Background: an optimization exercise with open tools, aiming at small area, a short achievable clock period and few clock cycles per item. Do not read the settings as production practice. Only simulation tests tie the RTL to the original design; equivalence was not proved. Power and IR drop assume default switching activity.

==> flow/design.v (outline; a module is shown in full before it is edited, if it fits) <==
// module crc_frame_decoder: 890 lines
// module crc_xor2: 3 lines
// module crc_xnor2: 3 lines
module crc_frame_decoder (
    input  wire         clk,
    input  wire         rst,
    input  wire         in_valid,
    output wire         in_ready,
    input  wire [159:0] in_frame,
    output wire         out_valid,
    output wire [1:0]   out_status,    
    output wire [31:0]  out_crc,       
    output wire [7:0]   out_model,     
    output wire [1:0]   out_alg,
    output wire [1:0]   out_filt,
    output wire [31:0]  out_x,
    output wire [31:0]  out_y,
    output wire [31:0]  out_z
);
  // ...
==> flow/flow/run.sh <==
#!/bin/bash
set -euo pipefail
bash standard.sh \
  "BUFFER_PORTS_ARGS=-buffer_cell sky130_fd_sc_hd__buf_1" \
  "CTS_ARGS=-sink_clustering_enable -repair_clock_nets -dont_use_dummy_load -buf_list sky130_fd_sc_hd__clkbuf_8" \
  finish > standard_make.log 2>&1
==> flow/standard.sh <==
#!/bin/bash
# synth_recipe.tcl (not shown) runs the flow's synth.tcl, then flattens the netlist and writes it again
# the make line also repeats each setting of config.mk as NAME=value (left out here)
make -C /OpenROAD-flow-scripts/flow DESIGN_CONFIG=/design/flow/config.mk WORK_HOME=/design/flow/orfs CLKGATE_MAP_FILE= SYNTH_SCRIPT=/design/flow/synth_recipe.tcl "${@:-finish}"
==> flow/config.mk <==
export PLATFORM = sky130hd
export DESIGN_NAME = crc_frame_decoder
export DESIGN_NICKNAME = crc_frame_decoder
export VERILOG_FILES = /design/flow/design.v
export SDC_FILE = /design/flow/constraint.sdc
export NUM_CORES = 4
export LEC_CHECK = 0
export CAP_MARGIN = 0
export CORE_MARGIN = 2
export CORE_UTILIZATION = 70
export GPL_ROUTABILITY_DRIVEN = 0
export SETUP_SLACK_MARGIN = 1.5
export SLEW_MARGIN = 0
export SYNTH_HIERARCHICAL = 1
export SYNTH_MINIMUM_KEEP_SIZE = 0
==> flow/constraint.sdc <==
create_clock -name core_clock -period 5.0 [get_ports {clk}]
set_input_delay 1.0000 -clock core_clock [delete_from_list [all_inputs] [get_ports {clk}]]
set_output_delay 1.0000 -clock core_clock [all_outputs]
set_load 0.01 [all_outputs]
==> results.sh, run 1 <==
export IMPL_fin_ws_ps=1460
export IMPL_arrival_ps=3910
export IMPL_rows=45
export IMPL_status="no timing/DRC/antenna violations"
export IMPL_power_switching_mw=3.37
export IMPL_hpwl_mm=33.4
export IMPL_n_all_buffers=324
export IMPL_synthArstFlopShare_pct=0
export IMPL_synth_most_common_cell="xor2_1"
export IMPL_crit_family="XOR/XNOR gates"
export IMPL_dominantRegCellSynth="dfxtp_1"
export IMPL_crit_required_ps=5380
export IMPL_ff_latch_area_sq_um=3480
export IMPL_hold_class="input port to flop"
export IMPL_synth_largest_area_cell="xor2_1"
export IMPL_hold_start="in_frame[0]"
export IMPL_die_height_microns=130
export IMPL_clkTransAtPathRegs_ps=80
export IMPL_die_area_sq_um=16800
export IMPL_worstMarginPinSlew_ps=1140
export IMPL_top_register="xyz_q"
export IMPL_slew_violations=0
export IMPL_crit_end="crc_q[18]$_DFF_P_"
export IMPL_critPathKind="input port to flop"
export IMPL_pg_clk_uw=724
export IMPL_peakVddDrop_mv=0.249
Testbench counts, summed over its fixed seeds: cycles 3,208, items 3,200.
==> inputs of run 2 (changes only) <==
--- a/flow/design.v
+++ b/flow/design.v
@@ -871,26 +871,50 @@
             8'd7:  begin alg = 2'd2; filt = 2'd1; end
             8'd8:  begin alg = 2'd2; filt = 2'd2; end
             8'd12: begin alg = 2'd3; filt = 2'd0; end
             8'd13: begin alg = 2'd3; filt = 2'd1; end
             8'd14: begin alg = 2'd3; filt = 2'd2; end
             default: begin alg = 2'd0; filt = 2'd0; end
         endcase
     end
-    wire ok = (crc_q == rx_q);
+    wire [31:0] eq;
+    wire [7:0]  eq_n;
+    wire [3:0]  eq_a;
+    wire        bad;
+    wire        st0;
+    genvar k;
+    generate
+        for (k = 0; k < 32; k = k + 1) begin : g_eq
+            crc_xnor2 u_eq (.a(crc_q[k]), .b(rx_q[k]), .y(eq[k]));
+        end
+        for (k = 0; k < 8; k = k + 1) begin : g_n
+            crc_nand4 u_n (.a(eq[4*k]), .b(eq[4*k+1]), .c(eq[4*k+2]), .d(eq[4*k+3]), .y(eq_n[k]));
+        end
+        for (k = 0; k < 4; k = k + 1) begin : g_a
+            crc_nor2 u_a (.a(eq_n[2*k]), .b(eq_n[2*k+1]), .y(eq_a[k]));
+        end
+    endgenerate
+    crc_nand4 u_bad (.a(eq_a[0]), .b(eq_a[1]), .c(eq_a[2]), .d(eq_a[3]), .y(bad));
+    crc_nor2  u_st0 (.a(bad), .b(drive_q), .y(st0));
     assign in_ready   = 1'b1;
     assign out_valid  = valid_q;
-    assign out_status = !ok ? 2'd2 : drive_q ? 2'd0 : 2'd1;
+    assign out_status = {bad, st0};
     assign out_crc    = crc_q;
     assign out_model  = model_q;
     assign out_alg    = alg;
     assign out_filt   = filt;
     assign out_x      = xyz_q[95:64];
     assign out_y      = xyz_q[63:32];
     assign out_z      = xyz_q[31:0];
 endmodule
 module crc_xor2 (input wire a, input wire b, output wire y);
     assign y = a ^ b;
 endmodule
 module crc_xnor2 (input wire a, input wire b, output wire y);
     assign y = ~(a ^ b);
 endmodule
+module crc_nand4 (input wire a, input wire b, input wire c, input wire d, output wire y);
+    assign y = ~(a & b & c & d);
+endmodule
+module crc_nor2 (input wire a, input wire b, output wire y);
+    assign y = ~(a | b);
+endmodule
--- a/flow/config.mk
+++ b/flow/config.mk
@@ -4,12 +4,12 @@
 export VERILOG_FILES = /design/flow/design.v
 export SDC_FILE = /design/flow/constraint.sdc
 export NUM_CORES = 4
 export LEC_CHECK = 0
 export CAP_MARGIN = 0
 export CORE_MARGIN = 2
 export CORE_UTILIZATION = 70
 export GPL_ROUTABILITY_DRIVEN = 0
-export SETUP_SLACK_MARGIN = 1.5
+export SETUP_SLACK_MARGIN = 1.7
 export SLEW_MARGIN = 0
 export SYNTH_HIERARCHICAL = 1
 export SYNTH_MINIMUM_KEEP_SIZE = 0
==> results.sh, run 2 <==
export IMPL_arrival_ps=3790
export IMPL_vias=9011
export IMPL_dpl_instance_area_sq_um=12500
export IMPL_layout_commonest_cell="xor2_1"
export IMPL_synth_top_area_share_pct=61.4
export IMPL_synth_largest_area_cell="xor2_1"
export IMPL_clock_sinks=174
export IMPL_antenna_cells=0
export IMPL_worstMarginPinSlew_ps=977
export IMPL_synth_area_leaders="xor2_1 61%, dfxtp_1 31%, xnor2_1 4.0%"
export IMPL_die_area_sq_um=16800
export IMPL_rsz0062_at_grt="yes"
export IMPL_drt_initial_drc_count=1159
export IMPL_postLayoutCellArea_sq_um=13000
export IMPL_synth_ff_latch_count=174
export IMPL_finalHoldViolCount=0
export IMPL_peakVddDrop_mv=0.293
export IMPL_die_height_microns=130
export IMPL_core_sq_um=15300
export IMPL_synth_nets=1220
export IMPL_finalWirelength_mm=40.6
export IMPL_slew_violations=0
export IMPL_route_detailed_drc=0
export IMPL_hpwl_mm=33.2
export IMPL_hold_class="input port to flop"
export IMPL_rows=45
export IMPL_slew_headroom_pct=34.7
export IMPL_initial_core_util_pct=72.3
export IMPL_critPathKind="input port to flop"
export IMPL_synthTopCellsByCount="776 x xor2_1, 174 x dfxtp_1, 51 x xnor2_1"
export IMPL_top_regs="xyz_q (96), crc_q (32), rx_q (32)"
export IMPL_grtUsageTotal_pct=47.1
export IMPL_ctsHoldBuffers=0
export IMPL_antenna_left=0
export IMPL_max_freq_ghz=0.294
export IMPL_pin_count=307
export IMPL_port_buffers=305
export IMPL_most_common_layout_cells="746 x xor2_1, 304 x buf_1, 174 x dfxtp_1"
export IMPL_h_tree_depth=4
export IMPL_die_w_microns=130
export IMPL_avgRoutedWirePerCell_microns=25.5
export IMPL_syn_avg_cell_area_sq_um=10.5
export IMPL_via_per_inst=5.66
export IMPL_area_growth_pct=17.7
export IMPL_final_layout_size_suffix_gt1_share_pct=4.56
export IMPL_maxCapViolCount=0
export IMPL_synthArstFlopShare_pct=0
export IMPL_top_register="xyz_q"
export IMPL_clock_root_buffer="clkbuf_8"
export IMPL_synth_cell_types=23
export IMPL_drt_pass1_iter_count=5
export IMPL_fin_crit_ps=3410
export IMPL_grt_pass1_vias=8772
export IMPL_largest_reg_flops=96
export IMPL_endpoint_kind="flop"
export IMPL_fin_setup_tns_ps=0
export IMPL_clkTransAtPathRegs_ps=80
export IMPL_cts_buffer_depth=2
export IMPL_synth_most_common_cell="xor2_1"
export IMPL_crit_required_ps=5390
export IMPL_status="no timing/DRC/antenna violations"
export IMPL_fin_util_pct=85.1
export IMPL_dominantRegCellSynth="dfxtp_1"
export IMPL_p_per_area_nw_per_um2=541
export IMPL_cts_tree="done"
export IMPL_synth_edf_count=0
export IMPL_startpoint_type="input port"
export IMPL_ys_warn_count=7
export IMPL_grt_overflow=0
export IMPL_syn_inst=1052
export IMPL_setup_violations=0
export IMPL_fin_crit_sh_pct=68.1
export IMPL_p_leak_nw=5.60
export IMPL_ys_seq_area_share_pct=31.4
export IMPL_numCtsBuffers=17
export IMPL_cp_max_fo=4
export IMPL_syn_area_sq_um=11100
export IMPL_final_nets=1551
export IMPL_grt_max_degree=17
export IMPL_antenna_found_initial=0
export IMPL_grt_pass1_wl_mm=54.7
==> run 2: repair_timing <==
item,4_1_cts,5_1_grt
pin swaps,0,0
resized for setup,12,22
setup buffers,0,0
endpoints found under the setup margin,16,19
==> run 2: cell type report <==
class,count,area [sq um]
multi-input combinational,872,7820
timing repair buffer,316,1230
tap,211,264
sequential,174,3480
inverter,2,7.51
fill,929,2280
clock buffer,17,234
==> run 2: per-stage QoR <==
stage | hold WS, ps | cells | setup WS (ps) | power, mW
floorplan | 1030 | 1052 | 2040 | 4.89
global placement | 1090 | 1575 | 842 | 6.00
detailed placement | 1090 | 1575 | 847 | 6.09
CTS | 606 | 1592 | 1650 | 6.82
global route | 591 | 1592 | 1650 | 7.31
finish | 620 | 1592 | 1590 | 7.05
==> run 2: path summary, 6_finish.rpt <==
check	startpoint	end	cells after the start
setup / recovery	in_frame[134]	crc_q[15]$_DFF_P_	8
hold / removal	in_frame[23]	rx_q[23]$_DFF_P_	1
==> run 2: where the power goes <==
group          leakage [nW]  total (mW)  internal [mW]  switching, mW
sequential             1.47        1.79           1.67          0.126
clock                 0.122       0.727          0.300          0.427
combinational          4.01        4.53           1.71           2.82
total                  5.60        7.05           3.68           3.37
==> run 2: worst max-delay path, stage by stage <==
cell and delay [ps]:
buf_1 370, xor2_1 590, xor2_2 360, xor2_2 380
xor2_1 480, xor2_1 220, xor2_1 190, xor2_1 190
==> run 2: modules after synthesis, one instance, submodules excluded <==
module             area (sq um)  cells inside
crc_frame_decoder          3760           211
crc_xnor2                  8.76             1
crc_xor2                   8.76             1
crc_nand4                  6.26             1
crc_nor2                   3.75             1
==> run 2: kinds of logic (layout without fill, tap and decap cells) <==
logic type / after synthesis / in the layout / share of synthesized area [%]
fa+ha+maj: 5 / 5 / 0.565
buf+inv: 6 / 335 / 0.339
simple gates: 31 / 31 / 1.74
compound gates: 7 / 7 / 0.407
mux: 1 / 1 / 0.0904
other cells: 1 / 1 / 0.0339
flops: 174 / 174 / 31.4
xor+xnor: 827 / 827 / 65.4
==> run 2: layer usage <==
metal / wire [microns] / part of all wire (%) / global-route usage [%]
met1: 14000 / 34 / 54.3
met2: 17600 / 43 / 72.6
met3: 5290 / 13 / 17.2
met4: 3720 / 9.2 / 33.1
met5: 0 / 0 / 0
Testbench counts of run 2, summed over its fixed seeds: cycles 3,208, items 3,200.
==> inputs of run 3 (changes only) <==
--- a/flow/config.mk
+++ b/flow/config.mk
@@ -7,7 +7,7 @@
 export LEC_CHECK = 0
 export CAP_MARGIN = 0
 export CORE_MARGIN = 2
-export CORE_UTILIZATION = 70
+export CORE_UTILIZATION = 60
 export GPL_ROUTABILITY_DRIVEN = 0
 export SETUP_SLACK_MARGIN = 1.7
 export SLEW_MARGIN = 0
==> results.sh, run 3 <==
export IMPL_core_sq_um=18000
export IMPL_synth_largest_area_cell="xor2_1"
export IMPL_pwr_share_comb_pct=63.7
export IMPL_drt_initial_drc_count=856
export IMPL_finalHoldViolCount=0
export IMPL_maxCapViolCount=0
export IMPL_synth_most_common_cell="xor2_1"
export IMPL_numCtsBuffers=17
export IMPL_vias=8495
export IMPL_clockPowerShare_pct=10.5
export IMPL_switching_share_pct=47.0
export IMPL_p_per_area_nw_per_um2=534
export IMPL_pwr_share_seq_pct=25.8
export IMPL_hpwl_mm=33.5
export IMPL_synth_cell_types=23
export IMPL_area_growth_pct=17.5
export IMPL_worstMarginPinSlew_ps=767
export IMPL_antenna_found_initial=0
export IMPL_final_nets=1558
export IMPL_rsz0062_at_grt="no"
export IMPL_dpl_worst_slack_ps=996
export IMPL_peakVddDrop_mv=0.417
export IMPL_endpoint_kind="flop"
export IMPL_via_per_inst=5.25
export IMPL_fin_util_pct=72.2
export IMPL_post_cts_buffers=0
export IMPL_p_int_mw=3.68
export IMPL_synthTopCellsByCount="776 x xor2_1, 174 x dfxtp_1, 51 x xnor2_1"
export IMPL_grtUsageTotal_pct=39.0
export IMPL_max_freq_ghz=0.301
export IMPL_fin_setup_tns_ps=0
export IMPL_hold_class="input port to flop"
export IMPL_layout_commonest_cell="xor2_1"
export IMPL_route_detailed_drc=0
export IMPL_clkTransAtPathRegs_ps=90
export IMPL_synth_ff_latch_count=174
export IMPL_totalPowerFinal_mw=6.95
export IMPL_rows=49
export IMPL_synth_edf_count=0
export IMPL_port_buffers=305
export IMPL_antenna_cells=0
export IMPL_top_regs="xyz_q (96), crc_q (32), rx_q (32)"
export IMPL_h_tree_depth=4
export IMPL_ctsHoldBuffers=0
export IMPL_synthArstFlopShare_pct=0
export IMPL_cts_tree="done"
export IMPL_grt_max_degree=17
export IMPL_synth_area_leaders="xor2_1 61%, dfxtp_1 31%, xnor2_1 4.0%"
export IMPL_pin_count=307
export IMPL_fillers=1473
export IMPL_ys_warn_count=7
export IMPL_avgRoutedWirePerCell_microns=24.0
export IMPL_clock_sinks=174
export IMPL_final_cells=1617
export IMPL_fin_crit_sh_pct=66.4
export IMPL_synth_top_area_share_pct=61.4
export IMPL_finalWirelength_mm=38.8
export IMPL_synth_nets=1220
export IMPL_placed_cells=1600
export IMPL_p_leak_nw=5.62
export IMPL_grt_pass1_wl_mm=54.2
export IMPL_die_height_microns=140
export IMPL_syn_avg_cell_area_sq_um=10.5
export IMPL_multi_input_area_sq_um=7730
export IMPL_clock_root_buffer="clkbuf_8"
export IMPL_syn_area_sq_um=11100
export IMPL_power_switching_mw=3.27
export IMPL_die_area_sq_um=19600
export IMPL_arrival_ps=3650
export IMPL_dominantRegCellSynth="dfxtp_1"
export IMPL_grt_pass1_vias=8491
export IMPL_most_common_layout_cells="756 x xor2_1, 305 x buf_1, 174 x dfxtp_1"
export IMPL_fin_ws_ps=1680
export IMPL_initial_core_util_pct=61.5
export IMPL_antenna_left=0
export IMPL_die_w_microns=140
export IMPL_setup_violations=0
export IMPL_fin_crit_ps=3320
export IMPL_syn_inst=1052
export IMPL_slew_violations=0
export IMPL_largest_reg_flops=96
export IMPL_status="no timing/DRC/antenna violations"
export IMPL_ys_seq_area_share_pct=31.4
export IMPL_slew_headroom_pct=48.7
export IMPL_final_layout_size_suffix_gt1_share_pct=4.25
export IMPL_grt_overflow=0
export IMPL_top_register="xyz_q"
export IMPL_ctsResizeCount=8
export IMPL_ff_latch_area_sq_um=3480
export IMPL_cp_max_fo=4
export IMPL_cts_buffer_depth=2
export IMPL_critPathKind="input port to flop"
export IMPL_crit_required_ps=5330
export IMPL_startpoint_type="input port"
export IMPL_drt_pass1_iter_count=5
[run 3: cell counts after synthesis]
No cell type changed its count.
[run 3: area by class of cell]
type | instances | share of cell area, %
well taps | 229 | 2.20
clock buffers | 17 | 1.80
flip-flops and latches | 174 | 26.8
multi-input cells | 872 | 59.4
repair buffers | 323 | 9.83
inverters | 2 | 0.0577
[run 3: through the flow]
stage | hold slack, ps | instance area, sq um
after detailed placement | 1090 | 12600
final | 623 | 13000
after global placement | 1090 | 12600
after global routing | 584 | 13000
after CTS | 603 | 12900
after floorplan | 1030 | 11100
[run 3: critical path: stages]
cell and delay [ps]:
buf_1 440, xor2_2 480, xor2_1 380, xor2_1 470, xor2_1 280, xor2_1 270, xor2_1 220, xnor2_1 90
[run 3: worst paths after layout]
path	from	to	slack, ps	cells after the start
setup / recovery	in_frame[155]	crc_q[6]$_DFF_P_	1680	8
hold / removal	in_frame[22]	rx_q[22]$_DFF_P_	620	1
[run 3: kinds of logic after synthesis]
group / share of synthesized area [%]
compound gates: 0.407
xor+xnor: 65.4
fa+ha+maj: 0.565
buf+inv: 0.339
flops: 31.4
mux: 0.0904
other cells: 0.0339
simple gates: 1.74
[run 3: layer usage]
| metal | global-route usage (%) | routed length, microns |
|---|---|---|
| met1 | 48.7 | 15100 |
| met2 | 59.9 | 16900 |
| met3 | 10.4 | 3830 |
| met4 | 24.6 | 2900 |
| met5 | 0 | 0 |
[run 3: power groups by stage]
stage               Sequential (mW)  Clock (mW)  Combinational, mW
CTS                            1.80       0.748               4.30
finish                         1.80       0.730               4.43
floorplan                      1.89           0               2.99
global route                   1.82       0.801               4.68
detailed placement             1.83           0               4.28
global placement               1.83           0               4.24
[run 3: Yosys stat by module, one instance, submodules excluded]
module | cells | flops+latches
crc_xnor2 | 1 | 0
crc_xor2 | 1 | 0
crc_nor2 | 1 | 0
crc_frame_decoder | 211 | 174
crc_nand4 | 1 | 0
==> inputs of run 4 (changes only) <==
--- a/flow/config.mk
+++ b/flow/config.mk
@@ -9,7 +9,7 @@
 export CORE_MARGIN = 2
 export CORE_UTILIZATION = 60
 export GPL_ROUTABILITY_DRIVEN = 0
-export SETUP_SLACK_MARGIN = 1.7
+export SETUP_SLACK_MARGIN = 1.85
 export SLEW_MARGIN = 0
 export SYNTH_HIERARCHICAL = 1
 export SYNTH_MINIMUM_KEEP_SIZE = 0
==> results.sh, run 4 <==
export IMPL_avgRoutedWirePerCell_microns=24.0
export IMPL_clkTransAtPathRegs_ps=90
export IMPL_grt_overflow=0
export IMPL_wl_met2_mm=16.9
export IMPL_critPathKind="input port to flop"
export IMPL_hpwl_mm=33.5
export IMPL_die_area_sq_um=19600
export IMPL_startpoint_type="input port"
export IMPL_maxCapViolCount=0
export IMPL_p_leak_nw=5.67
export IMPL_fin_setup_tns_ps=0
export IMPL_m1WireLength_mm=14.9
export IMPL_die_height_microns=140
export IMPL_synthArstFlopShare_pct=0
export IMPL_syn_inst=1052
export IMPL_cts_buffer_depth=2
export IMPL_h_tree_depth=4
export IMPL_fin_crit_ps=3160
export IMPL_layout_commonest_cell="xor2_1"
export IMPL_setup_violations=0
export IMPL_antenna_left=0
export IMPL_postLayoutCellArea_sq_um=13200
export IMPL_arrival_ps=3520
export IMPL_drt_initial_drc_count=727
export IMPL_peakVddDrop_mv=0.419
export IMPL_rsz0062_at_grt="yes"
export IMPL_synth_edf_count=0
export IMPL_initial_core_util_pct=61.5
export IMPL_grtUsageTotal_pct=39.2
export IMPL_dominantRegCellSynth="dfxtp_1"
export IMPL_synth_most_common_cell="xor2_1"
export IMPL_grt_pass1_wl_mm=54.4
export IMPL_largest_reg_flops=96
export IMPL_final_layout_size_suffix_gt1_share_pct=6.19
export IMPL_antenna_found_initial=0
export IMPL_finalHoldViolCount=0
export IMPL_p_per_area_nw_per_um2=527
export IMPL_synth_area_leaders="xor2_1 61%, dfxtp_1 31%, xnor2_1 4.0%"
export IMPL_top_regs="xyz_q (96), crc_q (32), rx_q (32)"
export IMPL_synth_nets=1220
export IMPL_endpoint_kind="flop"
export IMPL_slew_violations=0
export IMPL_worstMarginPinSlew_ps=715
export IMPL_dpl_instance_area_sq_um=12600
export IMPL_most_common_layout_cells="733 x xor2_1, 303 x buf_1, 174 x dfxtp_1"
export IMPL_rows=49
export IMPL_route_detailed_drc=0
export IMPL_top_register="xyz_q"
export IMPL_cts_tree="done"
export IMPL_synth_cell_types=23
export IMPL_synthTopCellsByCount="776 x xor2_1, 174 x dfxtp_1, 51 x xnor2_1"
export IMPL_crit_required_ps=5360
export IMPL_syn_area_sq_um=11100
export IMPL_numCtsBuffers=17
export IMPL_dr_wl_met3_mm=3.92
export IMPL_die_w_microns=140
export IMPL_synth_ff_latch_count=174
export IMPL_top_layer="met4"
export IMPL_status="no timing/DRC/antenna violations"
export IMPL_ctsHoldBuffers=0
export IMPL_cp_max_fo=4
export IMPL_clock_sinks=174
export IMPL_pin_count=307
export IMPL_totalPowerFinal_mw=6.98
export IMPL_max_freq_ghz=0.316
export IMPL_grt_max_degree=17
export IMPL_grt_pass1_vias=8533
export IMPL_area_growth_pct=19.6
export IMPL_synth_largest_area_cell="xor2_1"
export IMPL_antenna_cells=0
export IMPL_clock_root_buffer="clkbuf_8"
export IMPL_port_buffers=305
export IMPL_slew_headroom_pct=52.1
export IMPL_ys_warn_count=7
export IMPL_via_per_inst=5.23
export IMPL_vias=8472
export IMPL_ys_seq_area_share_pct=31.4
export IMPL_fin_crit_sh_pct=63.3
export IMPL_hold_class="input port to flop"
export IMPL_drt_pass1_iter_count=5
export IMPL_synth_top_area_share_pct=61.4
export IMPL_syn_avg_cell_area_sq_um=10.5
export IMPL_final_nets=1560
export IMPL_core_sq_um=18000
export IMPL_finalWirelength_mm=38.9
run 4: cell types whose count changed in the layout (fill, tap and decap cells not counted):
cell	before	now
buf_2	0	1
xor2_4	2	5
xor2_2	18	38
xor2_1	756	733
clkbuf_2	0	1
buf_1	305	303
buf_4	18	20
run 4: logic make-up (layout without fill, tap and decap cells):
group	count (synthesis)	in the layout	synth area share (%)
compound gates	7	7	0.407
xor+xnor	827	827	65.4
fa+ha+maj	5	5	0.565
buf+inv	6	344	0.339
flops	174	174	31.4
mux	1	1	0.0904
other cells	1	1	0.0339
simple gates	31	31	1.74
run 4: timing repair:
action,4_1_cts,5_1_grt
resized for setup,23,27
pin swaps,0,1
setup buffers,0,2
endpoints found under the hold margin,0,0
endpoints found under the setup margin,25,21
run 4: critical path: stages:
cell    delay, ps
buf_1         400
xor2_2        350
xor2_2        430
xor2_4        330
xor2_2        360
xor2_1        240
xor2_1        210
xor2_1        190
run 4: power breakdown:
part           total (mW)  internal, mW  leakage, nW  switching [mW]
sequential           1.80          1.67         1.47           0.129
combinational        4.45          1.73         4.08            2.72
clock               0.731         0.300        0.122           0.430
run 4: per-layer routing:
layer	GRT usage [%]	vias to the layer above
li1	-	3844
met1	48.8	3880
met2	59.8	588
met3	10.3	160
met4	25.9	0
met5	0	-
run 4: path summary, 6_finish.rpt:
check                startpoint                 to  slack (ps)  cells after the start
setup / recovery  in_frame[134]  crc_q[15]$_DFF_P_        1840                      8
hold / removal     in_frame[22]   rx_q[22]$_DFF_P_         620                      1
run 4: Yosys stat by module (local to each module, per instance):
module / copies in the design / flip-flops and latches
crc_xor2: 776 / 0
crc_xnor2: 51 / 0
crc_nor2: 5 / 0
crc_nand4: 9 / 0
crc_frame_decoder: 1 / 174
run 4: stage by stage:
stage / worst slack (ps) / hold WS (ps) / util [%] / instances
4_1_cts: 1850 / 603 / 72.2 / 1617
2_1_floorplan: 2040 / 1030 / - / 1052
6_report: 1840 / 624 / 73.5 / 1619
5_1_grt: 1790 / 586 / 73.5 / 1619
3_3_place_gp: 983 / 1090 / 70.0 / 1600
3_5_place_dp: 996 / 1090 / 70.0 / 1600
run 4: cell type report:
class,instances,area [sq um]
Clock buffer,17,234
Sequential cell,174,3480
Multi-Input combinational cell,872,7940
Timing Repair Buffer,325,1300
Fill cell,1432,4780
Inverter,2,7.51
Tap cell,229,287

-- separate check: timing with driven ports --
How much do the figures lean on ideal ports? The routed layouts below were timed once more, with nothing changed but the port constraints. Step 1: set_driving_cell puts a clkbuf_16 on clk and a buf_2 on each other input, an assumption about the parent block. Step 2 also shifts input and output timing later by t, the mid clock arrival at the registers, as if the neighbouring blocks saw the same clock. a / b / c = no drivers / after step 1 / after step 2; a / b = the first two.
run	t, ns	setup WS [ns]	latest minus earliest clock arrival (ns)	pins driven straight from the clock port
run 1	0.501	1.463 / 1.477 / 0.976	0.029 / 0.028	1
run 2	0.504	1.593 / 1.616 / 1.112	0.034 / 0.034	1
run 3	0.499	1.682 / 1.696 / 1.197	0.036 / 0.036	1
run 4	0.497	1.836 / 1.855 / 1.358	0.036 / 0.036	1
After both steps every run listed still meets setup and hold. For run 1, which loses most, drivers alone change the setup slack by +0.014 ns; drivers and shift together by -0.487 ns.
